This design comes from an exercise in tuning for small area on the open sky130 flow, not from production work. Only simulation tests tie the RTL to the original design; equivalence was not proved. The clock port is modelled as an ideal driver; clocking choices that lean on that would not hold on a real chip. Power is estimated from default activity; no workload was simulated.

==> flow/flow/run.sh <==
#!/bin/bash
# Standard synthesis and layout (standard.sh), with two changes to the clock
# tree and port buffers: no CTS dummy loads, small clock buffers, and the
# smallest buffer on each port. Each step's full output goes to its own log here.
set -euo pipefail
export CTS_ARGS="-sink_clustering_enable -repair_clock_nets -dont_use_dummy_load -buf_list sky130_fd_sc_hd__clkbuf_8 -sink_clustering_size 18 -sink_clustering_max_diameter 60"
export BUFFER_PORTS_ARGS="-buffer_cell sky130_fd_sc_hd__buf_1"
bash standard.sh synth > run_synth.log 2>&1
bash standard.sh > run_layout.log 2>&1
==> flow/config.mk <==
export PLATFORM = sky130hd
export DESIGN_NAME = drc_tx_engine
export DESIGN_NICKNAME = drc_tx_engine
export VERILOG_FILES = /design/flow/design.v
export SDC_FILE = /design/flow/constraint.sdc
export NUM_CORES = 4
export LEC_CHECK = 0
export CAP_MARGIN = 20
export CORE_MARGIN = 2
export CORE_UTILIZATION = 60
export SLEW_MARGIN = 20
export SYNTH_HIERARCHICAL = 1
export SYNTH_MINIMUM_KEEP_SIZE = 0
==> flow/standard.sh <==
#!/bin/bash
# synth_recipe.tcl (not shown) runs the flow's synth.tcl, then flattens the netlist and writes it again
# the make line also repeats each setting of config.mk as NAME=value (left out here)
make -C /OpenROAD-flow-scripts/flow DESIGN_CONFIG=/design/flow/config.mk WORK_HOME=/design/flow/orfs CLKGATE_MAP_FILE= SYNTH_SCRIPT=/design/flow/synth_recipe.tcl "${@:-finish}"
==> flow/design.v <==
module drc_tx_engine (
    input  wire        clk,
    input  wire        rst,
    input  wire        enable,
    input  wire        cfg_we,
    input  wire [4:0]  cfg_addr,
    input  wire [31:0] cfg_wdata,
    input  wire        send,
    input  wire        force_stop,
    input  wire [1:0]  flag_clr,
    output wire        tx_valid,
    output wire [7:0]  tx_data,
    input  wire        tx_ready,
    output wire        host_busy,
    output reg         host_done,
    output wire        halt_busy,
    output reg         abort,
    output reg         fstop_drop
);
    localparam [7:0] SOP   = 8'h8D;
    localparam [7:0] EOP   = 8'hD8;
    localparam [7:0] ESC   = 8'hAB;
    localparam [7:0] XMASK = 8'h88;
    localparam [4:0] F_CHK = 5'd7;
    localparam [4:0] F_EOP = 5'd8;
    genvar j, b;
    reg [8*7-1:0]  hh;           
    reg [8*16-1:0] hp;           
    reg [4:0]      hn;           
    reg [8*7-1:0]  lh;           
    reg [8*8-1:0]  lp;           
    reg [3:0]      ln;           
    reg            armed;
    wire [31:0] wd = ~(cfg_wdata & {32{~rst}});
    wire       h_big = (|cfg_wdata[8:5]) | (cfg_wdata[4] & (|cfg_wdata[3:0]));
    wire [4:0] h_nw  = {~rst & (cfg_wdata[4] | h_big),
                        cfg_wdata[3:0] & {4{~rst & ~h_big}}};
    wire       l_big = cfg_wdata[3] & (|cfg_wdata[2:0]);
    wire [3:0] l_nw  = {~rst & cfg_wdata[3],
                        cfg_wdata[2:0] & {3{~rst & ~l_big}}};
    wire [3:0] wcol;
    wire [7:0] wrow;
    wire [31:0] wen;
    generate
        for (j = 0; j < 4; j = j + 1) begin : g_wcol
            assign wcol[j] = rst | (cfg_addr[1:0] == j);
        end
        for (j = 0; j < 8; j = j + 1) begin : g_wrow
            assign wrow[j] = rst | (cfg_we & (cfg_addr[4:2] == j));
        end
        for (j = 0; j < 32; j = j + 1) begin : g_wen
            assign wen[j] = wcol[j % 4] & wrow[j / 4];
        end
    endgenerate
    always @(posedge clk) begin
        if (wen[0]) begin
            hh[0*8 +: 8] <= wd[7:0];
            hh[3*8 +: 8] <= wd[15:8];
            hh[4*8 +: 8] <= wd[23:16];
            hh[5*8 +: 8] <= wd[31:24];
        end
        if (wen[1]) begin
            hh[1*8 +: 8] <= wd[7:0];
            hh[2*8 +: 8] <= wd[15:8];
            hh[6*8 +: 8] <= wd[23:16];
        end
        if (wen[2]) hn <= h_nw;
        if (wen[3]) begin
            lh[0*8 +: 8] <= wd[7:0];
            lh[3*8 +: 8] <= wd[15:8];
            lh[4*8 +: 8] <= wd[23:16];
            lh[5*8 +: 8] <= wd[31:24];
        end
        if (wen[4]) begin
            lh[1*8 +: 8] <= wd[7:0];
            lh[2*8 +: 8] <= wd[15:8];
            lh[6*8 +: 8] <= wd[23:16];
        end
        if (wen[5]) begin
            ln    <= l_nw;
            armed <= ~wd[31];
        end
    end
    generate
        for (j = 0; j < 8; j = j + 1) begin : g_lp
            always @(posedge clk)
                if (wen[8+j]) lp[j*8 +: 8] <= wd[7:0];
        end
        for (j = 0; j < 16; j = j + 1) begin : g_hp
            always @(posedge clk)
                if (wen[16+j]) hp[j*8 +: 8] <= wd[7:0];
        end
    endgenerate
    reg            hq_valid, lq_valid;
    reg            act_h, act_l;       
    reg [8*7-1:0]  hsh;                
    reg [8*16-1:0] hsp;
    reg [4:0]      hsn;
    reg [8*7-1:0]  lqh;                
    reg [8*8-1:0]  lqp;
    reg [3:0]      lqn;
    reg [8*7-1:0]  lsh;                
    reg [8*8-1:0]  lsp;
    reg [3:0]      lsn;
    reg [4:0] fld;                     
    reg       esc_2nd;
    reg [7:0] acc;                     
    reg       fs_q;
    wire idle = ~act_h & ~act_l;
    assign tx_valid  = enable & (act_h | act_l | hq_valid | lq_valid);
    assign host_busy = hq_valid | act_h;
    assign halt_busy = lq_valid | act_l;
    wire xfer     = tx_valid & tx_ready;
    wire start    = xfer & idle;
    wire start_lq = start & lq_valid;
    wire admit    = send & enable & ~host_busy;
    wire fs_edge  = force_stop & ~fs_q;
    wire halt_go  = fs_edge & enable & armed;
    wire lq_load  = halt_go & ~lq_valid;
    wire is_eop = (fld == F_EOP);
    wire is_chk = (fld == F_CHK);
    wire [38:0]     rsel;
    wire [39*8-1:0] rdat = {acc, lsp, lsh, hsp, hsh};      
    generate
        for (j = 0; j < 7; j = j + 1) begin : g_hhsel
            assign rsel[j] = ~act_l & (fld == j);
        end
        for (j = 0; j < 16; j = j + 1) begin : g_hpsel
            assign rsel[7+j] = ~act_l & (fld == 16 + j);
        end
        for (j = 0; j < 7; j = j + 1) begin : g_lhsel
            assign rsel[23+j] = act_l & (fld == j);
        end
        for (j = 0; j < 8; j = j + 1) begin : g_lpsel
            assign rsel[30+j] = act_l & (fld == 16 + j);
        end
    endgenerate
    assign rsel[38] = is_chk;
    wire [7:0] cur_b;
    generate
        for (b = 0; b < 8; b = b + 1) begin : g_rbit
            wire [12:0] t;
            for (j = 0; j < 13; j = j + 1) begin : g_ao
                drc_ao222i u_ao (
                    .a1(rdat[(3*j)*8+b]),   .a2(rsel[3*j]),
                    .b1(rdat[(3*j+1)*8+b]), .b2(rsel[3*j+1]),
                    .c1(rdat[(3*j+2)*8+b]), .c2(rsel[3*j+2]),
                    .y(t[j]));
            end
            assign cur_b[b] = &t;
        end
    endgenerate
    wire cur_spec = (cur_b == SOP) || (cur_b == EOP) || (cur_b == ESC);
    assign tx_data = idle    ? SOP :
                     is_eop  ? EOP :
                     esc_2nd ? (cur_b ^ XMASK) :
                     cur_spec ? ESC : cur_b;
    wire [7:0] flags = ~(act_l ? lsh[7:0] : hsh[7:0]);
    wire [4:0] plen  = act_l ? {1'b0, lsn} : hsn;
    wire       pz    = (plen == 5'd0);
    wire [4:0] inc   = fld + 5'd1;
    wire       plast = fld[4] & ({~inc[4], inc[3:0]} == plen);
    reg [4:0] nfld;
    always @* begin
        case (fld)
            5'd0:    nfld = flags[4] ? 5'd1 : flags[5] ? 5'd2 : 5'd3;
            5'd1:    nfld = flags[5] ? 5'd2 : 5'd3;
            5'd5:    nfld = flags[0] ? 5'd6 : pz ? F_CHK : 5'd16;
            5'd6:    nfld = pz ? F_CHK : 5'd16;
            default: nfld = plast ? F_CHK : inc;
        endcase
    end
    wire [7:0] acc_sum;
    wire [8:1] acc_c;
    drc_ha u_ha (.a(acc[0]), .b(cur_b[0]), .s(acc_sum[0]), .co(acc_c[1]));
    generate
        for (b = 1; b < 8; b = b + 1) begin : g_add
            drc_fa u_fa (.a(acc[b]), .b(cur_b[b]), .ci(acc_c[b]),
                         .s(acc_sum[b]), .co(acc_c[b+1]));
        end
    endgenerate
    wire body    = xfer & ~idle & ~is_eop;
    wire advance = body & ~(cur_spec & ~esc_2nd);
    wire fin     = xfer & ~idle & is_eop;
    always @(posedge clk)
        fs_q <= force_stop;
    always @(posedge clk) begin
        if (rst) begin
            hq_valid   <= 1'b0;
            lq_valid   <= 1'b0;
            act_h      <= 1'b0;
            act_l      <= 1'b0;
            host_done  <= 1'b0;
            abort      <= 1'b0;
            fstop_drop <= 1'b0;
        end else begin
            host_done <= fin & act_h;
            if (flag_clr[0]) abort      <= 1'b0;
            if (flag_clr[1]) fstop_drop <= 1'b0;
            if (fs_edge) begin
                abort <= 1'b1;
                if (!halt_go) fstop_drop <= 1'b1;
            end
            if (start & ~lq_valid) hq_valid <= 1'b0;
            if (admit)             hq_valid <= 1'b1;
            if (start_lq)          lq_valid <= 1'b0;
            if (lq_load)           lq_valid <= 1'b1;
            if (start) begin
                act_h <= ~lq_valid;
                act_l <= lq_valid;
            end else if (fin) begin
                act_h <= 1'b0;
                act_l <= 1'b0;
            end
        end
    end
    always @(posedge clk) begin
        if (start) begin
            fld     <= 5'd0;
            esc_2nd <= 1'b0;
            acc     <= 8'd0;
        end else if (body) begin
            esc_2nd <= ~advance;
            if (advance) begin
                fld <= nfld;
                acc <= acc_sum;
            end
        end
    end
    always @(posedge clk) begin
        if (admit) begin
            hsh <= hh;
            hsp <= hp;
            hsn <= hn;
        end
        if (lq_load) begin
            lqh <= lh;
            lqp <= lp;
            lqn <= ln;
        end
        if (start_lq) begin
            lsh <= lqh;
            lsp <= lqp;
            lsn <= lqn;
        end
    end
endmodule
module drc_ao222i (
    input  wire a1, a2, b1, b2, c1, c2,
    output wire y
);
    assign y = ~((a1 & a2) | (b1 & b2) | (c1 & c2));
endmodule
module drc_fa (
    input  wire a, b, ci,
    output wire s, co
);
    assign s  = a ^ b ^ ci;
    assign co = (a & b) | (ci & (a ^ b));
endmodule
module drc_ha (
    input  wire a, b,
    output wire s, co
);
    assign s  = a ^ b;
    assign co = a & b;
endmodule
==> flow/constraint.sdc <==
create_clock -name core_clock -period 40.0 [get_ports {clk}]
set_input_delay 8.0000 -clock core_clock [delete_from_list [all_inputs] [get_ports {clk}]]
set_output_delay 8.0000 -clock core_clock [all_outputs]
set_load 0.01 [all_outputs]
==> results of run 1 <==
[path summary, 6_finish.rpt]
kind	start	end	slack [ns]	cells past startpoint
min reg2reg	lp[46]	lqp[46]	0.38	0
max	enable	tx_valid	23.46	3
min	lp[46]	lqp[46]	0.38	0
max reg2reg	fld[4]	acc[7]	33.95	15
[modules after synthesis, one instance, submodules excluded]
| module | flops+latches | copies in the design |
|---|---|---|
| drc_tx_engine | 773 | 1 |
| drc_fa | 0 | 7 |
| drc_ha | 0 | 1 |
| drc_ao222i | 0 | 104 |
[final cells by class]
cell class                      instances  area [µm²]
Sequential cell                       773       23000
Fill cell                            2965       15100
Multi-Input combinational cell        451        3170
Tap cell                              585         732
Clock buffer                           51         702
Timing Repair Buffer                   84         424
Inverter                               19        76.3
[critical path: stages]
cell and delay, ns:
buf_1 0.17, a21boi_0 0.20, buf_1 0.17
[cells by family after synthesis]
| kind of cell | Yosys count | share of synthesized area, % |
|---|---|---|
| flops | 773 | 87.6 |
| simple gates | 256 | 4.97 |
| compound gates | 159 | 5.23 |
| buf+inv | 35 | 0.510 |
| mux | 16 | 0.610 |
| fa+ha+maj | 13 | 0.820 |
| xor+xnor | 7 | 0.286 |
[synthesized netlist by cell type (all sizes together)]
cell     number  area, µm²
edfxtp      751      22600
a222oi      104       1040
nor2         84        318
nand2b       41        257
nand2        29        109
a21oi        28        140
dfxtp        22        440
nor3         21        105
inv          18       67.6
nand4        17        106
mux2i        16        160
nand3        14       70.1
clkbuf       13       48.8
and3         11       68.8
nor4         11       75.1
o21ai        11       55.1
nor2b         8       50.1
fa            7        140
ha            6       75.1
a31oi         5       31.3
xnor2         5       43.8
nor3b         4       30.0
or4           4       30.0
and2          3       18.8
buf           3       13.8
or2           3       18.8
or3           3       23.8
a211oi        2       20.0
a21boi        2       15.0
nand3b        2       15.0
a2111oi       1       15.0
a221oi        1       8.76
a22o          1       8.76
a22oi         1       7.51
a32o          1       10.0
a41oi         1       8.76
clkinv        1       3.75
nand4b        1       8.76
o31ai         1       12.5
xnor3         1       22.5
xor2          1       8.76
[report_power, final]
| part | switching (mW) | total, mW | internal (mW) |
|---|---|---|---|
| Sequential | 0.0168 | 0.963 | 0.946 |
| Clock | 0.217 | 0.331 | 0.114 |
| Combinational | 0.0773 | 0.106 | 0.0291 |
[state kept, by name, summed over array words and instances, names as in the netlist, 56 cells and up]
signal,count
lqh,56
lqp,64
hp,128
hsp,128
hh,56
lp,64
lsp,64
lh,56
hsh,56
lsh,56
[per-layer routing]
layer,vias up,track usage (%)
met5,-,0
met4,0,6.15
met3,66,2.71
met2,486,39.3
met1,6244,35.5
li1,5387,-
[layout by cell type, fill, tap and decap left out, drive strengths merged, types with 14 or more instances in the layout]
cell    count
edfxtp    751
nor2       84
nand2      29
inv        18
nor3       21
nand4      17
clkbuf     52
a222oi    104
mux2i      16
nand3      14
nand2b     41
a21oi      28
buf        83
dfxtp      22
[per-stage QoR]
step | worst slack, ns | cells
2_1_floorplan | 22.68 | 1259
3_3_place_gp | 23.45 | 1910
3_5_place_dp | 23.47 | 1912
4_1_cts | 23.46 | 1963
5_1_grt | 23.40 | 1963
6_report | 23.46 | 1963
==> run_results.csv, run 1 <==
group,metric,value,unit
outcome,status,"no timing/DRC/antenna violations",
worst_setup_path,start_kind,"primary input",
power_and_ir_drop,cellPowerDensity,49.9,mW/mm²
clock_tree,cts_tree,"built",
worst_setup_path,required,32.00,ns
drt,drtPass1Iterations,9,
drt,wl_met1,22100,µm
yosys,ys_ff_latch,773,
power_and_ir_drop,p_leak,9.05,nW
clock_tree,postCtsSetupRepairBufs,0,
floorplanning,die_h,213,µm
placed_design,port-buffer-count,59,
power_and_ir_drop,power,1.40,mW
sta,rsz0062_at_grt,"no",
sta,period_share,41.4,%
yosys,yosys_warnings,7,
global_routing,grt_pass1_wl,76100,µm
finish,antennaDiodeCount,0,
placed_design,gp_congestion,0.867,
power_and_ir_drop,ir_drop,0.0345,mV
worst_setup_path,path_max_fanout,5,
sta,worstMarginPinSlew,1.17,ns
sta,skew,0.0709,ns
floorplanning,start_util,60.8,%
drt,wl_met3,4090,µm
worst_setup_path,endpoint_kind,"output pin",
drt,drc,0,
clock_tree,cts_htree_levels,2,
clock_tree,clk_path_buf_depth,3,
finish,nets,1439,
job,drv_cap,0,
global_routing,grt_max_degree,101,
drt,avgRoutedWirePerCell,27.3,µm
clock_tree,cts_buffers,51,
floorplanning,dieArea,0.0454,mm²
finish,final_util,65.1,%
clock_tree,root_buffer,"clkbuf_8",
floorplanning,rows,76,
drt,viasPerCell,6.21,
global_routing,overflow,0,
clock_tree,cts-hold-fix-buffers,0,
placed_design,dp_hpwl,34600,µm
yosys,ys_seq_area_share,87.6,%
clock_tree,post_cts_resized,0,
drt,dr_total_vias,12183,
global_routing,antenna_found_initial,4,
clock_tree,clock-sinks,773,
yosys,avgSynthCellArea,20.9,µm²
sta,slew_violations,0,
drt,routed.top_layer,"met4",
sta,timing.fmax,60.4,MHz
drt,drt_wl_total,53600,µm
sta,final-setup-viol-count,0,
clock_tree,cts.clk_slew.worst_paths,0.10,ns
sta,setup-tns-final,0,ns
sta,timing.hold.ws,0.380,ns
global_routing,grt_pass1_vias,11607,
floorplanning,die_w,213,µm
worst_setup_path,crit_arrival,8.54,ns
sta,fin_crit,16.54,ns
yosys,syn_area,0.0263,mm²
min_path,hold_class,"reg -> reg",
drt,ant_nets,0,
finish,area_delta_synth_final,7.02,%
placed_design,place_area,0.0274,mm²
sta,hold_violations,0,
finish,finalInstanceArea,0.0281,mm²
drt,wl_met2,26400,µm
sta,relSlewSlack,21.7,%
finish,drive_gt1_share,6.97,%
yosys,syn_nets,1318,
clock_tree,insertion_delay,0.67,ns
yosys,syn_inst,1259,
global_routing,grt_usage,24.1,%
worst_setup_path,path_class,"in -> out",
drt,drt_iter0_markers,1751,
floorplanning,core_area,0.0432,mm²
yosys,netlist-cell-type-count,47,
floorplanning,io_pins,60,
==> run 2, diff against run 1 <==
--- a/flow/config.mk
+++ b/flow/config.mk
@@ -7,6 +7,6 @@
 export LEC_CHECK = 0
-export CAP_MARGIN = 20
+export CAP_MARGIN = 0
 export CORE_MARGIN = 2
-export CORE_UTILIZATION = 60
-export SLEW_MARGIN = 20
+export CORE_UTILIZATION = 80
+export SLEW_MARGIN = 0
 export SYNTH_HIERARCHICAL = 1
==> run_results.csv, run 2 <==
group,metric,value,unit
worst_setup_path,crit_arrival,8.52,ns
global_routing,gr-usage-met1,42.7,%
clock_tree,post_cts_resized,0,
drt,drtPass1Iterations,12,
clock_tree,clk_path_buf_depth,3,
worst_setup_path,cp_slowest_cell,"a21boi_0",
yosys,syn_inst,1259,
global_routing,met3_usage,6.59,%
drt,avgRoutedWirePerCell,29.2,µm
global_routing,grt_usage,31.7,%
finish,area_delta_synth_final,6.11,%
finish,reg.largest.list,"hp: 128 flops, hsp: 128 flops",
yosys,synth_area_leaders,"edfxtp_1 86%, a222oi_1 4.0%, dfxtp_1 1.7%, nor2_1 1.2%, nand2b_1 0.98%",
clock_tree,cts.clk_slew.worst_paths,0.09,ns
floorplanning,die_w,185,µm
floorplanning,dieArea,0.0343,mm²
finish,final_util,85.8,%
placed_design,gp_congestion,0.902,
yosys,netlist-cell-type-count,47,
drt,ant_nets,0,
yosys,synth_edf_count,751,
finish,final_common_cell,"edfxtp_1",
clock_tree,cts_buffers,50,
sta,relSlewSlack,4.38,%
sta,hold_violations,0,
finish,nets,1434,
worst_setup_path,path_class,"in -> out",
sta,final-setup-viol-count,0,
drt,drt_iter0_markers,2029,
finish,drive_gt1_share,6.55,%
min_path,hold_class,"reg -> reg",
finish,layout_common_cells,"751 x edfxtp_1, 104 x a222oi_1, 79 x nor2_1",
sta,period_share,41.3,%
clock_tree,cts_tree,"built",
drt,viasPerCell,7.01,
worst_setup_path,path_buf_inv,2,
sta,slew_violations,0,
global_routing,top_usage_layer,"met2",
global_routing,use_met2,52.4,%
yosys,synth.most_common_cell,"edfxtp_1",
yosys,ys_seq_area_share,87.6,%
global_routing,grt_pass1_vias,12313,
floorplanning,rows,66,
worst_setup_path,path_max_fanout,5,
job,drv_cap,0,
worst_setup_path,crit_chain,"buf_1, a21boi_0, buf_1",
clock_tree,postCtsSetupRepairBufs,0,
worst_setup_path,slowest_delay,0.19,ns
yosys,avgSynthCellArea,20.9,µm²
global_routing,grt_pass1_wl,75600,µm
yosys,ys_ff_latch,773,
sta,fin_crit,16.52,ns
yosys,async_flop_share,0,%
sta,timing.fmax,60.5,MHz
drt,drc,0,
floorplanning,core_area,0.0325,mm²
clock_tree,cts-hold-fix-buffers,0,
worst_setup_path,cpMostUsedCell,"buf_1",
yosys,synthTopCellsByCount,"751 x edfxtp_1, 104 x a222oi_1, 83 x nor2_1, 41 x nand2b_1, 29 x nand2_1",
floorplanning,die_h,185,µm
global_routing,overflow,0,
clock_tree,root_buffer,"clkbuf_8",
placed_design,port-buffer-count,59,
yosys,yosys_warnings,7,
sta,rsz0062_at_grt,"no",
sta,setup-tns-final,0,ns
yosys,syn_nets,1318,
yosys,syn_area,0.0263,mm²
sta,worstMarginPinSlew,1.43,ns
worst_setup_path,start_kind,"primary input",
power_and_ir_drop,p_leak,9.02,nW
drt,drt_wl_total,53000,µm
clock_tree,cts_htree_levels,2,
yosys,synth_top_area_cell,"edfxtp_1",
placed_design,dp_hpwl,34300,µm
power_and_ir_drop,ir_drop,0.0426,mV
sta,skew,0.0565,ns
worst_setup_path,critical_path.top_delay_family,"buffers and inverters",
clock_tree,insertion_delay,0.63,ns
worst_setup_path,required,32.00,ns
yosys,ys.flop_type,"edfxtp_1",
floorplanning,start_util,80.9,%
yosys,netlist.area_leader.share,85.9,%
global_routing,antenna_found_initial,3,
global_routing,grt_max_degree,89,
worst_setup_path,endpoint_kind,"output pin",
clock_tree,clock-sinks,773,
drt,dr_total_vias,12736,
floorplanning,io_pins,60,
outcome,status,"no timing/DRC/antenna violations",
power_and_ir_drop,cellPowerDensity,50.1,mW/mm²
==> run 2: cell counts after synthesis <==
No cell type changed its count.
==> run 2: power by group <==
| group | internal, mW | switching (mW) |
|---|---|---|
| clock network | 0.112 | 0.210 |
| logic | 0.0288 | 0.0792 |
| registers | 0.947 | 0.0203 |
| total | 1.09 | 0.309 |
==> run 2: routing by layer <==
metal / share of wire, % / routed length (µm)
met4: 4.1 / 2180
met5: 0 / 0
met2: 49 / 26100
met3: 12 / 6580
met1: 34 / 18100
==> run 2: area by class of cell <==
class	count	area, µm²
sequential	773	23000
fill	1303	4600
multi-input combinational	451	3160
clock buffer	50	688
tap	442	553
timing repair buffer	80	380
inverter	19	76.3
antenna	3	7.51
==> run 2: cell families (layout without fill, tap and decap cells) <==
family          after synthesis  count (layout)  share of synthesized area [%]
fa+ha+maj                    13              13                          0.820
other cells                   0               3                              0
compound gates              159             159                           5.23
mux                          16              16                          0.610
flops                       773             773                           87.6
buf+inv                      35             149                          0.510
simple gates                256             256                           4.97
xor+xnor                      7               7                          0.286
==> run 2: path summary, 6_finish.rpt <==
| path | start | endpoint | slack (ns) | cells past startpoint |
|---|---|---|---|---|
| min | lp[39] | lqp[39] | 0.40 | 0 |
| max | enable | tx_valid | 23.48 | 3 |
| min reg2reg | lp[39] | lqp[39] | 0.40 | 0 |
| max reg2reg | fld[3] | acc[7] | 33.60 | 16 |
==> run 2: per-stage QoR <==
| step | area [µm²] | power, mW | setup WS [ns] | cells | hold slack [ns] |
|---|---|---|---|---|---|
| after floorplan | 26300 | 1.04 | 22.68 | 1259 | 0.400 |
| final | 27900 | 1.40 | 23.48 | 1818 | 0.396 |
| after global routing | 27900 | 1.43 | 23.37 | 1816 | 0.393 |
| after CTS | 27900 | 1.40 | 23.47 | 1815 | 0.394 |
| after global placement | 27200 | 1.08 | 23.46 | 1765 | 0.400 |
| after detailed placement | 27200 | 1.09 | 23.47 | 1765 | 0.405 |
==> run 2: modules after synthesis, one instance, submodules excluded <==
module         cells  flops+latches
drc_ao222i         1              0
drc_fa             1              0
drc_ha             1              0
drc_tx_engine   1147            773
==> run 3, diff against run 2 <==
--- a/flow/config.mk
+++ b/flow/config.mk
@@ -7,6 +7,6 @@
 export LEC_CHECK = 0
-export CAP_MARGIN = 0
+export CAP_MARGIN = 5
 export CORE_MARGIN = 2
-export CORE_UTILIZATION = 80
-export SLEW_MARGIN = 0
+export CORE_UTILIZATION = 70
+export SLEW_MARGIN = 5
 export SYNTH_HIERARCHICAL = 1
==> run_results.csv, run 3 <==
group,metric,value,unit
yosys,yosys_warnings,7,
worst_setup_path,slowest_delay,0.20,ns
clock_tree,postCtsSetupRepairBufs,0,
worst_setup_path,crit_arrival,8.53,ns
yosys,syn_area,0.0263,mm²
clock_tree,root_buffer,"clkbuf_8",
floorplanning,io_pins,60,
placed_design,dp_hpwl,33500,µm
sta,slew_violations,0,
yosys,ys_seq_area_share,87.6,%
yosys,netlist.area_leader.share,85.9,%
worst_setup_path,start_kind,"primary input",
clock_tree,cts_buffers,49,
sta,period_share,41.3,%
power_and_ir_drop,p_leak,9.02,nW
sta,final-setup-viol-count,0,
clock_tree,cts.clk_slew.worst_paths,0.10,ns
sta,relSlewSlack,21.4,%
clock_tree,clock-sinks,773,
global_routing,met3_usage,6.10,%
power_and_ir_drop,cellPowerDensity,50.0,mW/mm²
worst_setup_path,required,32.00,ns
global_routing,antenna_found_initial,1,
power_and_ir_drop,ir_drop,0.0387,mV
yosys,synth_edf_count,751,
worst_setup_path,endpoint_kind,"output pin",
finish,num-fill-cells,2045,
drt,ant_nets,0,
floorplanning,core_area,0.0368,mm²
worst_setup_path,cpMostUsedCell,"buf_1",
yosys,synth_area_leaders,"edfxtp_1 86%, a222oi_1 4.0%, dfxtp_1 1.7%, nor2_1 1.2%, nand2b_1 0.98%",
sta,worstMarginPinSlew,1.18,ns
finish,final_util,75.8,%
finish,nets,1435,
floorplanning,die_h,198,µm
sta,timing.fmax,60.5,MHz
global_routing,grt_usage,27.4,%
yosys,netlist-cell-type-count,47,
floorplanning,rows,70,
clock_tree,cts_htree_levels,2,
sta,fin_crit,16.53,ns
placed_design,gp_congestion,0.889,
yosys,syn_inst,1259,
clock_tree,cts-hold-fix-buffers,0,
finish,drive_gt1_share,6.70,%
power_and_ir_drop,power,1.40,mW
yosys,avgSynthCellArea,20.9,µm²
finish,layout_common_cells,"751 x edfxtp_1, 104 x a222oi_1, 79 x nor2_1",
floorplanning,dieArea,0.0391,mm²
finish,final_common_cell,"edfxtp_1",
drt,drt_wl_total,51900,µm
yosys,synth_top_area_cell,"edfxtp_1",
finish,fin_cells,1843,
drt,drt_iter0_markers,1718,
yosys,synthTopCellsByCount,"751 x edfxtp_1, 104 x a222oi_1, 83 x nor2_1, 41 x nand2b_1, 29 x nand2_1",
global_routing,use_met2,43.6,%
global_routing,top_usage_layer,"met2",
job,drv_cap,0,
global_routing,overflow,0,
min_path,hold_class,"reg -> reg",
clock_tree,cts_tree,"built",
sta,skew,0.0325,ns
yosys,ys_ff_latch,773,
drt,drc,0,
yosys,synth.most_common_cell,"edfxtp_1",
finish,reg.largest.list,"hp: 128 flops, hsp: 128 flops",
finish,area_delta_synth_final,6.23,%
worst_setup_path,path_class,"in -> out",
sta,setup-tns-final,0,ns
sta,rsz0062_at_grt,"no",
clock_tree,insertion_delay,0.66,ns
global_routing,grt_pass1_vias,11692,
yosys,syn_nets,1318,
placed_design,dp.cells,1793,
global_routing,grt_pass1_wl,74400,µm
drt,avgRoutedWirePerCell,28.2,µm
floorplanning,die_w,198,µm
clock_tree,post_cts_resized,0,
outcome,status,"no timing/DRC/antenna violations",
global_routing,gr-usage-met1,38.8,%
yosys,async_flop_share,0,%
global_routing,grt_max_degree,82,
placed_design,port-buffer-count,59,
placed_design,dp_slack,23.47,ns
drt,drtPass1Iterations,11,
sta,hold_violations,0,
worst_setup_path,crit_chain,"buf_1, a21boi_0, buf_1",
worst_setup_path,path_max_fanout,5,
sta,worst_slack,23.47,ns
clock_tree,clk_path_buf_depth,3,
yosys,ys.flop_type,"edfxtp_1",
floorplanning,start_util,71.4,%
drt,viasPerCell,6.64,
drt,dr_total_vias,12230,
worst_setup_path,cp_slowest_cell,"a21boi_0",
## run 3: logic make-up (layout without fill, tap and decap cells)
group           after synthesis  count (layout)  share of synthesized area, %
other cells                   0               1                             0
buf+inv                      35             150                         0.510
mux                          16              16                         0.610
fa+ha+maj                    13              13                         0.820
compound gates              159             159                          5.23
xor+xnor                      7               7                         0.286
simple gates                256             256                          4.97
flops                       773             773                          87.6
## run 3: worst max-delay path: cells and delay by family
kind | cells | cell delay, ns
buffers and inverters | 2 | 0.33
AOI/OAI and AO/OA | 1 | 0.20
## run 3: modules after synthesis (local to each module, per instance)
module | cells | copies in the design | area [µm²] | flops+latches
drc_ha | 1 | 1 | 12.5 | 0
drc_ao222i | 1 | 104 | 10.0 | 0
drc_fa | 1 | 7 | 20.0 | 0
drc_tx_engine | 1147 | 1 | 25100 | 773
## run 3: cell type report
class	instances	area, µm²	share of cell area [%]
Sequential cell	773	23000	82.4
Multi-Input combinational cell	451	3160	11.3
Clock buffer	49	674	2.42
Tap cell	468	586	2.10
Timing Repair Buffer	82	395	1.42
Inverter	19	76.3	0.274
Antenna cell	1	2.50	0.00897
## run 3: final timing paths
check        startpoint       end  slack (ns)  depth (start not counted)
max reg2reg      fld[2]    acc[7]       33.83                         16
max              enable  tx_valid       23.47                          3
min reg2reg       ln[0]    lqn[0]        0.41                          0
min               ln[0]    lqn[0]        0.41                          0
## run 3: per-layer routing
| layer | up-vias | wire length [µm] |
|---|---|---|
| met3 | 92 | 4900 |
| met5 | - | 0 |
| met4 | 0 | 1610 |
| met2 | 631 | 25100 |
| li1 | 5384 | - |
| met1 | 6123 | 20300 |
## run 3: through the flow
step                      hold WS (ns)  cell area [µm²]
final                            0.408            27900
after CTS                        0.407            27900
after floorplan                  0.400            26300
after global placement           0.400            27200
after global routing             0.422            27900
after detailed placement         0.405            27200
## run 3: power by group
part | total [mW] | switching (mW) | internal [mW]
Clock | 0.323 | 0.213 | 0.110
Combinational | 0.107 | 0.0783 | 0.0289
Sequential | 0.964 | 0.0182 | 0.946
Total | 1.40 | 0.310 | 1.09
==> run 4, diff against run 3 <==
--- a/flow/flow/run.sh
+++ b/flow/flow/run.sh
@@ -5,3 +5,3 @@
 set -euo pipefail
-export CTS_ARGS="-sink_clustering_enable -repair_clock_nets -dont_use_dummy_load -buf_list sky130_fd_sc_hd__clkbuf_8 -sink_clustering_size 18 -sink_clustering_max_diameter 60"
+export CTS_ARGS="-sink_clustering_enable -repair_clock_nets -dont_use_dummy_load -buf_list sky130_fd_sc_hd__clkbuf_16 -root_buf sky130_fd_sc_hd__clkbuf_4 -tree_buf sky130_fd_sc_hd__clkbuf_4 -sink_clustering_size 34 -sink_clustering_max_diameter 70"
 export BUFFER_PORTS_ARGS="-buffer_cell sky130_fd_sc_hd__buf_1"
==> run_results.csv, run 4 <==
group,metric,value,unit
min_path,hold_end,"lqp[33]",
worst_setup_path,path_class,"in -> out",
yosys,synth_top_family_by_area,"compound AO/OA/AOI/OAI gates",
sta,worstMarginPinSlew,1.23,ns
sta,period_share,41.3,%
clock_tree,postCtsSetupRepairBufs,0,
min_path,hp-start,"lp[33]",
finish,final_common_cell,"edfxtp_1",
min_path,min_delay_path_depth,0,
yosys,synth_xor_area_share,0.286,%
clock_tree,clock-sinks,773,
global_routing,grt_max_degree,82,
placed_design,dp_slack,23.47,ns
sta,setup-tns-final,0,ns
finish,nets,1422,
yosys,async_flop_share,0,%
yosys,synthAdderAreaFrac,0.820,%
finish,drive_gt1_share,5.80,%
worst_setup_path,worstReg2RegStart,"fld[2]",
clock_tree,cts_buffers,36,
clock_tree,cts-hold-fix-buffers,0,
clock_tree,cts.clk_slew.worst_paths,0.11,ns
worst_setup_path,path_max_fanout,5,
floorplanning,start_util,71.4,%
clock_tree,insertion_delay,0.83,ns
sta,timing.fmax,60.5,MHz
floorplanning,dieArea,0.0391,mm²
power_and_ir_drop,ir_drop,0.0472,mV
clock_tree,cts_htree_levels,2,
global_routing,grt_pass1_wl,75100,µm
placed_design,port-buffer-count,59,
yosys,ys_ff_latch,773,
drt,avgRoutedWirePerCell,28.2,µm
worst_setup_path,reg2reg_depth,16,
worst_setup_path,crit_cells,3,
worst_setup_path,timing.rr.end,"acc[7]",
power_and_ir_drop,p_leak,9.07,nW
yosys,syn_inst,1259,
drt,ant_nets,0,
yosys,netlist-cell-type-count,47,
yosys,ys_seq_area_share,87.6,%
drt,drt_wl_total,51700,µm
yosys,syn_nets,1318,
drt,drt_iter0_markers,1806,
worst_setup_path,start_kind,"primary input",
floorplanning,rows,70,
yosys,ys.flop_type,"edfxtp_1",
yosys,netlist.area_leader.share,85.9,%
sta,slew_violations,0,
worst_setup_path,crit_arrival,8.53,ns
clock_tree,clk_path_buf_depth,3,
sta,worst_slack,23.47,ns
worst_setup_path,cpMostUsedCell,"buf_1",
min_path,hold_class,"reg -> reg",
placed_design,dp.cells,1793,
outcome,status,"no timing/DRC/antenna violations",
placed_design,dp_hpwl,33500,µm
floorplanning,die_w,198,µm
global_routing,overflow,0,
yosys,synth.most_common_cell,"edfxtp_1",
yosys,synth_edf_count,751,
drt,drc,0,
clock_tree,cts_tree,"built",
yosys,avgSynthCellArea,20.9,µm²
finish,reg.largest.list,"hp: 128 flops, hsp: 128 flops",
yosys,synth_top_area_cell,"edfxtp_1",
worst_setup_path,path_buf_inv,2,
drt,dr_total_vias,12313,
floorplanning,core_area,0.0368,mm²
yosys,synth.area.mux_share,0.610,%
sta,rsz0062_at_grt,"no",
global_routing,antenna_found_initial,4,
worst_setup_path,cp_slowest_cell,"a21boi_0",
yosys,synthTopCellsByCount,"751 x edfxtp_1, 104 x a222oi_1, 83 x nor2_1, 41 x nand2b_1, 29 x nand2_1",
clock_tree,post_cts_resized,0,
worst_setup_path,slowest_delay,0.20,ns
worst_setup_path,crit_chain,"buf_1, a21boi_0, buf_1",
placed_design,place_area,0.0272,mm²
sta,final-setup-viol-count,0,
worst_setup_path,endpoint_kind,"output pin",
placed_design,gp_congestion,0.889,
sta,timing.hold.ws,0.373,ns
finish,layout_common_cells,"751 x edfxtp_1, 104 x a222oi_1, 79 x nor2_1",
yosys,synthSimpleGateAreaFrac,4.97,%
worst_setup_path,regToRegSetupSlack,33.76,ns
yosys,syn_area,0.0263,mm²
power_and_ir_drop,cellPowerDensity,50.9,mW/mm²
worst_setup_path,required,32.00,ns
drt,drtPass1Iterations,8,
global_routing,grt_usage,27.3,%
clock_tree,root_buffer,"clkbuf_4",
yosys,yosys_warnings,7,
drt,viasPerCell,6.72,
job,drv_cap,0,
sta,skew,0.0843,ns
global_routing,grt_pass1_vias,11629,
worst_setup_path,critical_path.top_delay_family,"buffers and inverters",
sta,relSlewSlack,17.7,%
finish,finalInstanceArea,0.0280,mm²
yosys,synth_compound_area_share,5.23,%
sta,fin_crit,16.53,ns
finish,area_delta_synth_final,6.78,%
floorplanning,io_pins,60,
sta,hold_violations,0,
finish,fin_cells,1832,
floorplanning,die_h,198,µm
yosys,synth_area_leaders,"edfxtp_1 86%, a222oi_1 4.0%, dfxtp_1 1.7%, nor2_1 1.2%, nand2b_1 0.98%",
run 4: cell counts after synthesis:
No cell type changed its count.
run 4: how the worst max path moves through the flow:
stage | from | end | slack [ns]
after floorplan | force_stop | lqh[0] | 22.68
after global placement | enable | tx_valid | 23.48
after detailed placement | enable | tx_valid | 23.47
after CTS | enable | tx_valid | 23.47
after global routing | enable | tx_valid | 23.41
final | enable | tx_valid | 23.47
run 4: metrics by stage:
step / util [%] / power [mW]
after detailed placement: 74.0 / 1.09
final: 76.2 / 1.43
after global placement: 74.0 / 1.08
after floorplan: - / 1.04
after global routing: 76.2 / 1.47
after CTS: 76.2 / 1.43
run 4: cell type report:
type	instances	area (µm²)
Sequential cell	773	23000
Fill cell	2040	8750
Multi-Input combinational cell	451	3160
Clock buffer	36	813
Tap cell	468	586
Timing Repair Buffer	82	395
Inverter	19	76.3
Antenna cell	3	7.51
run 4: logic make-up (layout without fill, tap and decap cells):
logic type,after synthesis,after routing
AO/OA/AOI/OAI,159,159
XOR/XNOR,7,7
adder cells (fa/ha/maj),13,13
buffers and inverters,35,137
flip-flops,773,773
multiplexers,16,16
other,0,3
AND/OR/NAND/NOR,256,256
run 4: layer usage:
metal  wire length, µm  GRT usage, %
met1             20500          40.5
met2             25500          44.6
met3              4650          3.76
met4              1060          6.79
met5                 8             0
run 4: modules after synthesis (local to each module, per instance):
module	area (µm²)	times used	flops+latches	cells
drc_tx_engine	25100	1	773	1147
drc_fa	20.0	7	0	1
drc_ha	12.5	1	0	1
drc_ao222i	10.0	104	0	1
run 4: power breakdown:
| group | internal [mW] | switching, mW |
|---|---|---|
| sequential | 0.946 | 0.0185 |
| combinational | 0.0289 | 0.0782 |
| clock | 0.142 | 0.213 |
| total | 1.12 | 0.309 |
==> run 5, diff against run 4 <==
--- a/flow/flow/run.sh
+++ b/flow/flow/run.sh
@@ -5,3 +5,3 @@
 set -euo pipefail
-export CTS_ARGS="-sink_clustering_enable -repair_clock_nets -dont_use_dummy_load -buf_list sky130_fd_sc_hd__clkbuf_16 -root_buf sky130_fd_sc_hd__clkbuf_4 -tree_buf sky130_fd_sc_hd__clkbuf_4 -sink_clustering_size 34 -sink_clustering_max_diameter 70"
+export CTS_ARGS="-sink_clustering_enable -repair_clock_nets -dont_use_dummy_load -buf_list sky130_fd_sc_hd__clkbuf_8 -root_buf sky130_fd_sc_hd__clkbuf_4 -tree_buf sky130_fd_sc_hd__clkbuf_4 -sink_clustering_size 18 -sink_clustering_max_diameter 60"
 export BUFFER_PORTS_ARGS="-buffer_cell sky130_fd_sc_hd__buf_1"
==> run_results.csv, run 5 <==
group,metric,value,unit
finish,nets,1435,
job,drv_cap,0,
worst_setup_path,cpMostUsedCell,"buf_1",
floorplanning,io_pins,60,
drt,drt_wl_total,51900,µm
floorplanning,dieArea,0.0391,mm²
drt,drc,0,
clock_tree,postCtsSetupRepairBufs,0,
drt,ant_nets,0,
yosys,syn_inst,1259,
power_and_ir_drop,cellPowerDensity,49.8,mW/mm²
yosys,syn_nets,1318,
sta,final-setup-viol-count,0,
min_path,hold_class,"reg -> reg",
floorplanning,rows,70,
power_and_ir_drop,ir_drop,0.0383,mV
min_path,min_delay_path_depth,0,
worst_setup_path,crit_start,"enable",
yosys,syn_area,0.0263,mm²
global_routing,overflow,0,
worst_setup_path,slowest_delay,0.20,ns
floorplanning,die_w,198,µm
floorplanning,start_util,71.4,%
power_and_ir_drop,swShare,22.3,%
drt,drt_iter0_markers,1716,
clock_tree,insertion_delay,0.85,ns
finish,multi_input_area,0.00316,mm²
yosys,ys.flop_type,"edfxtp_1",
floorplanning,core_area,0.0368,mm²
sta,relSlewSlack,20.0,%
worst_setup_path,crit_chain,"buf_1, a21boi_0, buf_1",
sta,timing.fmax,60.5,MHz
worst_setup_path,regToRegSetupSlack,33.87,ns
yosys,netlist-cell-type-count,47,
placed_design,port-buffer-count,59,
finish,finalInstanceArea,0.0279,mm²
global_routing,grt_pass1_vias,11703,
drt,viasPerCell,6.63,
sta,skew,0.0482,ns
yosys,async_flop_share,0,%
clock_tree,cts_htree_levels,2,
global_routing,grt_usage,27.4,%
clock_tree,root_buffer,"clkbuf_4",
placed_design,place_area,0.0272,mm²
worst_setup_path,path_max_fanout,5,
finish,reg.largest.list,"hp: 128 flops, hsp: 128 flops",
floorplanning,die_h,198,µm
clock_tree,cts.clk_slew.worst_paths,0.10,ns
worst_setup_path,worstReg2RegStart,"fld[2]",
finish,final_common_cell,"edfxtp_1",
worst_setup_path,critical_path.top_delay_family,"buffers and inverters",
clock_tree,post_cts_resized,0,
sta,setup-tns-final,0,ns
power_and_ir_drop,combinationalPowerShare,7.7,%
placed_design,dp_hpwl,33500,µm
outcome,status,"no timing/DRC/antenna violations",
sta,period_share,41.3,%
min_path,hold_end,"lqn[0]",
drt,avgRoutedWirePerCell,28.1,µm
clock_tree,cts_buffers,49,
yosys,ys_ff_latch,773,
clock_tree,clk_path_buf_depth,3,
yosys,ys_seq_area_share,87.6,%
worst_setup_path,crit_arrival,8.53,ns
drt,dr_total_vias,12227,
power_and_ir_drop,switching_power,0.309,mW
clock_tree,cts-hold-fix-buffers,0,
worst_setup_path,path_class,"in -> out",
power_and_ir_drop,p_clk_share,22.7,%
yosys,synthTopCellsByCount,"751 x edfxtp_1, 104 x a222oi_1, 83 x nor2_1, 41 x nand2b_1, 29 x nand2_1",
worst_setup_path,timing.rr.end,"acc[7]",
yosys,avgSynthCellArea,20.9,µm²
finish,area_delta_synth_final,6.12,%
global_routing,grt_pass1_wl,74500,µm
sta,fin_crit,16.53,ns
worst_setup_path,required,32.00,ns
yosys,synth_edf_count,751,
yosys,netlist.area_leader.share,85.9,%
min_path,hp-start,"ln[0]",
drt,drtPass1Iterations,9,
worst_setup_path,start_kind,"primary input",
power_and_ir_drop,p_int,1.08,mW
sta,slew_violations,0,
yosys,synth_top_area_cell,"edfxtp_1",
placed_design,gp_congestion,0.889,
finish,seqCellArea,0.0230,mm²
power_and_ir_drop,p_leak,9.01,nW
clock_tree,cts_tree,"built",
worst_setup_path,cp_slowest_cell,"a21boi_0",
global_routing,grt_max_degree,82,
yosys,synth.most_common_cell,"edfxtp_1",
finish,layout_common_cells,"751 x edfxtp_1, 104 x a222oi_1, 79 x nor2_1",
global_routing,antenna_found_initial,3,
clock_tree,clock-sinks,773,
sta,worstMarginPinSlew,1.20,ns
finish,num-fill-cells,2052,
finish,drive_gt1_share,6.70,%
worst_setup_path,reg2reg_depth,16,
yosys,synth_area_leaders,"edfxtp_1 86%, a222oi_1 4.0%, dfxtp_1 1.7%, nor2_1 1.2%, nand2b_1 0.98%",
sta,rsz0062_at_grt,"no",
sta,hold_violations,0,
worst_setup_path,endpoint_kind,"output pin",
worst_setup_path,path_buf_inv,2,
yosys,yosys_warnings,7,
power_and_ir_drop,seq_power_share,69.6,%
-- run 5: cell counts after synthesis --
Identical to the previous run, type by type.
-- run 5: how the worst max path moves through the flow --
stage | to | slack [ns] | depth (start not counted)
after global placement | tx_valid | 23.48 | 3
after CTS | tx_valid | 23.47 | 3
after global routing | tx_valid | 23.41 | 3
after detailed placement | tx_valid | 23.47 | 3
final | tx_valid | 23.47 | 3
after floorplan | lqh[0] | 22.68 | 2
-- run 5: worst reg2reg max path: stages (launching register included) --
cell	delay (ns)
dfxtp_1	0.64
nor2b_1	0.38
nand2_1	0.19
nor3_1	0.88
a222oi_1	0.17
nand4_1	0.32
or4_1	0.32
inv_1	0.12
fa_1	0.43
fa_1	0.39
fa_1	0.38
fa_1	0.39
fa_1	0.39
fa_1	0.38
fa_1	0.44
mux2i_1	0.16
nor2_1	0.06
-- run 5: power by group through the flow --
| stage | clock network (mW) | logic, mW | registers [mW] |
|---|---|---|---|
| after global routing | 0.347 | 0.118 | 0.969 |
| final | 0.315 | 0.107 | 0.965 |
| after detailed placement | 0 | 0.105 | 0.983 |
| after global placement | 0 | 0.102 | 0.980 |
| after floorplan | 0 | 0.0658 | 0.978 |
| after CTS | 0.323 | 0.106 | 0.965 |
-- run 5: modules after synthesis (local to each module, per instance) --
| module | times used | cells inside |
|---|---|---|
| drc_tx_engine | 1 | 1147 |
| drc_fa | 7 | 1 |
| drc_ha | 1 | 1 |
| drc_ao222i | 104 | 1 |
-- run 5: per-layer routing --
layer  share of wire, %  wire length (µm)  up-vias  GRT usage, %
li1                   -                 -     5385             -
met1                 39             20100     6095          38.9
met2                 48             25000      652          43.7
met3                 10              5160       95          5.81
met4                3.1              1630        0          8.99
met5                  0                 0        -             0
-- run 5: layout make-up --
| cell class | count | share of cell area [%] |
|---|---|---|
| inverter | 19 | 0.274 |
| timing repair buffer | 82 | 1.42 |
| multi-input combinational | 451 | 11.4 |
| tap | 468 | 2.10 |
| antenna | 2 | 0.0180 |
| clock buffer | 49 | 2.31 |
| sequential | 773 | 82.5 |
-- run 5: logic make-up (layout without fill, tap and decap cells) --
logic type / Yosys count / count (layout) / synth area share, %
fa+ha+maj: 13 / 13 / 0.820
other cells: 0 / 2 / 0
buf+inv: 35 / 150 / 0.510
xor+xnor: 7 / 7 / 0.286
simple gates: 256 / 256 / 4.97
compound gates: 159 / 159 / 5.23
flops: 773 / 773 / 87.6
mux: 16 / 16 / 0.610
-- run 5: through the flow --
| step | hold slack (ns) | util [%] | cells | setup slack, ns | total power, mW |
|---|---|---|---|---|---|
| global placement | 0.400 | 74.0 | 1793 | 23.48 | 1.08 |
| finish | 0.409 | 75.7 | 1844 | 23.47 | 1.39 |
| CTS | 0.408 | 75.7 | 1842 | 23.47 | 1.39 |
| floorplan | 0.400 | - | 1259 | 22.68 | 1.04 |
| detailed placement | 0.405 | 74.0 | 1793 | 23.47 | 1.09 |
| global route | 0.414 | 75.7 | 1843 | 23.41 | 1.43 |
==> run 6, diff against run 5 <==
==> flow/flow/run.sh (replaced) <==
#!/bin/bash
# Standard synthesis and layout (standard.sh), with changes to the clock tree
# and port buffers only: no CTS dummy loads, small clock buffers (a leaf
# buffer whose flip-flops would see a slow clock edge is upsized after CTS,
# post_cts.tcl), and the smallest buffer on each port.
# Each step's full output goes to its own log in this folder.
set -euo pipefail
here=$(pwd)
export CTS_ARGS="-sink_clustering_enable -repair_clock_nets -dont_use_dummy_load -buf_list sky130_fd_sc_hd__clkbuf_4 -sink_clustering_size 12 -sink_clustering_max_diameter 60"
export BUFFER_PORTS_ARGS="-buffer_cell sky130_fd_sc_hd__buf_1"
export POST_CTS_TCL="$here/flow/post_cts.tcl"
bash standard.sh synth > run_synth.log 2>&1
bash standard.sh > run_layout.log 2>&1
==> flow/flow/post_cts.tcl (new file) <==
# Upsize each clock leaf buffer whose flip-flop clock pins would see a slow
# edge (placement estimate), then legalize the placement again.
estimate_parasitics -placement
set big [get_lib_cells sky130_fd_sc_hd__clkbuf_8]
set changed 0
foreach inst [get_cells clkbuf_leaf_*] {
  if {[get_property $inst ref_name] ne "sky130_fd_sc_hd__clkbuf_4"} { continue }
  set opin [get_pins -of_objects $inst -filter "direction == output"]
  set net [get_nets -of_objects $opin]
  set worst 0.0
  foreach p [get_pins -of_objects $net -filter "direction == input"] {
    set s [get_property $p slew_max]
    if {$s > $worst} { set worst $s }
  }
  if {$worst > 0.115} {
    replace_cell $inst $big
    incr changed
  }
}
puts "post_cts: upsized $changed clock leaf buffers"
if {$changed > 0} {
  detailed_placement
  check_placement -verbose
  estimate_parasitics -placement
}
--- a/flow/config.mk
+++ b/flow/config.mk
@@ -7,6 +7,6 @@
 export LEC_CHECK = 0
-export CAP_MARGIN = 5
+export CAP_MARGIN = 20
 export CORE_MARGIN = 2
-export CORE_UTILIZATION = 70
-export SLEW_MARGIN = 5
+export CORE_UTILIZATION = 60
+export SLEW_MARGIN = 20
 export SYNTH_HIERARCHICAL = 1
==> run_results.csv, run 6 <==
group,metric,value,unit
global_routing,grt_max_degree,101,
finish,num-fill-cells,2963,
yosys,syn_inst,1259,
drt,dr_total_vias,12405,
sta,worstMarginPinSlew,1.17,ns
worst_setup_path,regToRegSetupSlack,33.89,ns
worst_setup_path,path_max_fanout,5,
yosys,async_flop_share,0,%
yosys,synth_area_leaders,"edfxtp_1 86%, a222oi_1 4.0%, dfxtp_1 1.7%, nor2_1 1.2%, nand2b_1 0.98%",
finish,fin_cells,1988,
yosys,ys_seq_area_share,87.6,%
drt,ant_nets,0,
finish,drive_gt1_share,8.49,%
floorplanning,core_area,0.0432,mm²
floorplanning,die_h,213,µm
global_routing,overflow,0,
drt,drtPass1Iterations,9,
drt,avgRoutedWirePerCell,27.2,µm
finish,layout_common_cells,"751 x edfxtp_1, 104 x a222oi_1, 79 x nor2_1",
finish,finalInstanceArea,0.0282,mm²
global_routing,grt_pass1_wl,77100,µm
sta,rsz0062_at_grt,"no",
yosys,yosys_warnings,7,
worst_setup_path,endpoint_kind,"output pin",
floorplanning,rows,76,
sta,timing.fmax,60.5,MHz
drt,drc,0,
placed_design,gp_congestion,0.867,
sta,hold_violations,0,
power_and_ir_drop,p_int,1.09,mW
min_path,hold_class,"reg -> reg",
sta,timing.hold.ws,0.366,ns
yosys,synth.most_common_cell,"edfxtp_1",
power_and_ir_drop,power,1.41,mW
clock_tree,clock-sinks,773,
worst_setup_path,start_kind,"primary input",
floorplanning,io_pins,60,
floorplanning,start_util,60.8,%
finish,seqCellArea,0.0230,mm²
worst_setup_path,crit_arrival,8.54,ns
placed_design,place_area,0.0274,mm²
placed_design,dp.cells,1912,
sta,final-setup-viol-count,0,
power_and_ir_drop,swShare,22.6,%
yosys,netlist.area_leader.share,85.9,%
finish,multi_input_area,0.00317,mm²
finish,final_util,65.2,%
finish,final_common_cell,"edfxtp_1",
sta,slew_violations,0,
worst_setup_path,endpoint,"tx_valid",
power_and_ir_drop,switching_power,0.319,mW
yosys,ys.flop_type,"edfxtp_1",
drt,drt_wl_total,54000,µm
yosys,synthTopCellsByCount,"751 x edfxtp_1, 104 x a222oi_1, 83 x nor2_1, 41 x nand2b_1, 29 x nand2_1",
yosys,avgSynthCellArea,20.9,µm²
finish,area_delta_synth_final,7.24,%
sta,fin_crit,16.54,ns
sta,period_share,41.4,%
floorplanning,die_w,213,µm
placed_design,dp_slack,23.47,ns
drt,viasPerCell,6.24,
power_and_ir_drop,p_leak,9.10,nW
placed_design,port-buffer-count,59,
worst_setup_path,worstReg2RegStart,"fld[2]",
power_and_ir_drop,ir_drop,0.0345,mV
power_and_ir_drop,combinationalPowerShare,7.5,%
outcome,status,"no timing/DRC/antenna violations",
yosys,syn_nets,1318,
worst_setup_path,required,32.00,ns
sta,worst_slack,23.46,ns
finish,nets,1462,
yosys,ys_ff_latch,773,
finish,reg.largest.list,"hp: 128 flops, hsp: 128 flops",
worst_setup_path,crit_start,"enable",
worst_setup_path,timing.rr.end,"acc[7]",
worst_setup_path,reg2reg_depth,16,
power_and_ir_drop,p_clk_share,24.4,%
global_routing,grt_pass1_vias,11916,
yosys,netlist-cell-type-count,47,
drt,drt_iter0_markers,1794,
global_routing,grt_usage,24.4,%
power_and_ir_drop,cellPowerDensity,50.2,mW/mm²
clock_tree,insertion_delay,0.82,ns
global_routing,antenna_found_initial,7,
power_and_ir_drop,seq_power_share,68.1,%
yosys,synth_top_area_cell,"edfxtp_1",
job,drv_cap,0,
worst_setup_path,path_class,"in -> out",
sta,relSlewSlack,21.3,%
floorplanning,dieArea,0.0454,mm²
sta,setup-tns-final,0,ns
yosys,synth_edf_count,751,
placed_design,dp_hpwl,34600,µm
clock_tree,cts_tree,"built",
yosys,syn_area,0.0263,mm²
sta,skew,0.0736,ns
clock_tree,cts.clk_slew.worst_paths,0.12,ns
[run 6: cell counts after synthesis]
No cell type changed its count.
[run 6: final cells by class]
class                           count  share of cell area, %
Inverter                           19                  0.271
Multi-Input combinational cell    451                   11.3
Antenna cell                        2                 0.0178
Tap cell                          585                   2.60
Timing Repair Buffer               84                   1.51
Clock buffer                       74                   2.68
Sequential cell                   773                   81.7
[run 6: critical path: stages]
cell	delay [ns]
buf_1	0.17
a21boi_0	0.20
buf_1	0.17
[run 6: modules after synthesis, one instance, submodules excluded]
module         times used  cell area (µm²)
drc_tx_engine           1            25100
drc_fa                  7             20.0
drc_ha                  1             12.5
drc_ao222i            104             10.0
[run 6: how the worst min path moves through the flow]
stage	start	cells past startpoint	slack, ns	end
2_1_floorplan	hh[0]	0	0.40	hsh[0]
3_5_place_dp	hh[41]	0	0.40	hsh[41]
3_3_place_gp	lh[6]	0	0.40	lqh[6]
5_1_grt	lh[48]	0	0.36	lqh[48]
6_report	hp[80]	0	0.37	hsp[80]
[run 6: cells by family (layout without fill, tap and decap cells)]
family	after synthesis	after routing	share of synthesized area, %
other cells	0	2	0
flops	773	773	87.6
mux	16	16	0.610
xor+xnor	7	7	0.286
fa+ha+maj	13	13	0.820
buf+inv	35	177	0.510
simple gates	256	256	4.97
compound gates	159	159	5.23
[run 6: layer usage]
metal  track usage [%]  vias to the layer above  wire length (µm)
met5                 0                        -                 0
met4              7.50                        0              1350
met3              3.69                       97              4150
met2              39.0                      520             26100
met1              35.4                     6345             22400
li1                  -                     5443                 -
[run 6: power groups by stage]
| stage | clock network (mW) | registers [mW] | logic (mW) |
|---|---|---|---|
| after floorplan | 0 | 0.978 | 0.0658 |
| after global placement | 0 | 0.979 | 0.103 |
| after detailed placement | 0 | 0.982 | 0.106 |
| after global routing | 0.386 | 0.968 | 0.116 |
| final | 0.344 | 0.963 | 0.107 |

## static timing again, ports no longer ideal
Ports are ideal in the flow. The routed layouts listed here were re-timed in OpenROAD. Step 1 (the two cells are an assumption about what drives the block):
set clk [get_ports {clk}]
set_driving_cell -lib_cell sky130_fd_sc_hd__clkbuf_16 $clk
set_driving_cell -lib_cell sky130_fd_sc_hd__buf_2 [delete_from_list [all_inputs] $clk]
Step 2 times the ports against the registers' clock, not the clock port: input delays grow and output delays shrink by t, the midpoint of the rising clock arrivals with the driver on. Three values: no drivers, after step 1, after step 2; two values: the first two.
| run | t (ns) | setup WS [ns] | worst data-port slew with drivers (ns) |
|---|---|---|---|
| run 1 | 0.688 | 23.457 / 23.435 / 23.435 | 0.05 |
| run 2 | 0.657 | 23.475 / 23.448 / 23.448 | 0.06 |
| run 3 | 0.688 | 23.472 / 23.449 / 23.449 | 0.07 |
| run 4 | 0.839 | 23.473 / 23.450 / 23.450 | 0.07 |
| run 5 | 0.863 | 23.470 / 23.447 / 23.447 | 0.07 |
| run 6 | 0.825 | 23.458 / 23.436 / 23.436 | 0.05 |
After both steps every run listed still meets setup and hold. The setup slack of run 2, which loses most, moves by -0.027 ns with the drivers and by -0.027 ns with both steps.
